This is an optimization exercise on Yosys and OpenROAD, whose aim is small area, a short achievable clock period and few clock cycles, not a production implementation.
Only simulation tests tie the RTL to the original design; equivalence was not proved.

delta:
## bvx
module bvx (
    input  wire        clk,
    input  wire        rst,          
    input  wire        req_valid,
    input  wire        req_write,
    input  wire        req_word,     
    input  wire [9:0]  req_addr,
    input  wire [31:0] req_wdata,
    output reg         rsp_valid,
    output reg         rsp_err,
    output reg  [31:0] rsp_rdata
);
    integer i;
    function cmd_legal(input [31:0] w);
        begin
            case (w[3:0])
                4'h1, 4'h2:             cmd_legal = (w[31:4] == 28'd0);
                4'h3, 4'h5, 4'h7, 4'h8: cmd_legal = (w[15:5] == 11'd0);
                4'h4:                   cmd_legal = (w[7:5] == 3'd0);
                4'h6:                   cmd_legal = (w[15:6] == 10'd0);
                4'h9, 4'hA:             cmd_legal = (w[31:16] == 16'd0) && (w[7:4] == 4'd0);
                default:                cmd_legal = 1'b0;
            endcase
        end
    endfunction
    function [15:0] pfx_or(input [15:0] v);
        reg [15:0] x;
        begin
            x = v << 1;
            x = x | (x << 1);
            x = x | (x << 2);
            x = x | (x << 4);
            x = x | (x << 8);
            pfx_or = x;
        end
    endfunction
    function [7:0] hex_char(input [3:0] v);
        hex_char = (v <= 4'd9) ? {4'h3, v} : {4'h4, v - 4'd9};
    endfunction
    reg [2047:0] tin;           
    reg [127:0]  sv;            
    reg [127:0]  sn;            
    reg          sn_bin;        
    reg          ol_set;        
    reg [3:0]    code;
    reg          fault;
    reg [7:0]    result;
    reg [31:0]   fault_info;
    reg [8:0]    tlen;
    reg          pact;          
    reg [127:0]  lreg;          
    reg [3:0]    pk;            
    reg [3:0]    lsel;          
  ...
Size: ~13,000 cells after synthesis, roughly 120,000 um2 of cells after synthesis.
clock: 10.0 ns
lec_check: 0
abc_area: 1
cap_margin: 20
cell_pad_in_sites_global_placement: 2
core_margin: 2
core_utilization: 60
place_density: 0.7
setup_slack_margin: 5
slew_margin: 20
run.sh (not shown) runs the stock make flow with config.mk's settings and CLKGATE_MAP_FILE= SYNTH_SCRIPT=/design/flow/synth_recipe.tcl, a recipe that flattens the netlist after the stock synthesis.
delta: GPL-0301 in 3_1_place_gp_skip_io -> run aborted
Testbench counts of delta, summed over its fixed seeds: cycles 20,931.
Here is what was changed in the inputs of gamma compared with delta.
- changing CORE_UTILIZATION from 60 to 70
- changing PLACE_DENSITY from 0.7 to 0.8
- removing ABC_AREA (formerly 1)
==> comparison <==
- Comparing gamma against delta, there is no change at all in number of synthesized flops with an enable pin.
- NOTE row count delta->gamma decreased by a little under 10%
- Compared with delta, gamma shows a higher sequential-to-total area share from yosys stat.
- gamma: GPL-0301 in 3_1_place_gp_skip_io -> run aborted
- [gamma vs delta] die width: lower in gamma
- Lower post-synthesis mux area share was reported by delta, not gamma.
- Looking at post-synthesis average cell area, gamma sits above delta.
- Relative to delta, the number of instances in the synthesized netlist of gamma is lower by 3,808.
- Going from delta to gamma, simple-gate share of the synthesized area shrinks by 5.7 points.
- The post-synth design cell area of gamma falls short of that of delta by 3100 um2.
- The number of unique standard cell types used by synthesis in delta is 0.61 times that in gamma.

========
Setup of run a:
bvx, a different RTL version from the one above (not shown whole).
For scale: about 8800 cells after synthesis, ~81 I/O pins, ~0.12 mm2 of cells after synthesis.
clock: 10.0 ns
lec_check: 0
cap_margin: 20
cell_pad_in_sites_global_placement: 2
core_margin: 2
core_utilization: 30
place_density: 0.38
setup_slack_margin: 4
slew_margin: 20
Testbench counts of run a, summed over its fixed seeds: cycles 20,791.
Relative to run a, the following input files were edited for run b:
# run a
export LEC_CHECK = 0
export CAP_MARGIN = 20
export CELL_PAD_IN_SITES_GLOBAL_PLACEMENT = 2
export CORE_MARGIN = 2
export CORE_UTILIZATION = 30
export PLACE_DENSITY = 0.38
export SETUP_SLACK_MARGIN = 4
export SLEW_MARGIN = 20
create_clock -name core_clock -period 10.0 [get_ports {clk}]
# run b
export LEC_CHECK = 0
export CAP_MARGIN = 20
export CELL_PAD_IN_SITES_GLOBAL_PLACEMENT = 2
export CORE_MARGIN = 2
export CORE_UTILIZATION = 30
export PLACE_DENSITY = 0.38
export SETUP_SLACK_MARGIN = 5
export SLEW_MARGIN = 20
create_clock -name core_clock -period 10.0 [get_ports {clk}]
==> run summary <==
- Run b did not stop at any stage, and its layout met the timing, DRC and antenna checks.
- The run showing the greater maximum cell stage delay along the critical path is run b.
- Cell area after layout (run b over run a): increase, 6.7%
- Sequential share of layout area, run a and run b: higher on run a
- Comparing run a against run b, there is no change at all in number of sequential cells.

-- port drivers added, routing unchanged --
Ports are ideal in the flow. The routed layouts listed here were re-timed in OpenROAD. Step 1 (the two cells are an assumption about what drives the block):
set clk [get_ports {clk}]
set_driving_cell -lib_cell sky130_fd_sc_hd__clkbuf_16 $clk
set_driving_cell -lib_cell sky130_fd_sc_hd__buf_2 [delete_from_list [all_inputs] $clk]
Step 2 also shifts input and output timing later by t, the mid clock arrival at the registers, as if the neighbouring blocks saw the same clock. Three values: no drivers, after step 1, after step 2; two values: the first two.
| run | t (ns) | setup WS [ns] | worst hold slack (ns) |
|---|---|---|---|
| run a | 1.022 | 4.037 / 3.994 / 2.972 | 0.470 / 0.470 / 0.470 |
| run b | 1.030 | 4.868 / 4.736 / 3.706 | 0.451 / 0.451 / 0.451 |
After both steps setup and hold are still met in every run listed. The setup slack of run b, which loses most, moves by -0.132 ns with the drivers and by -1.162 ns with both steps.
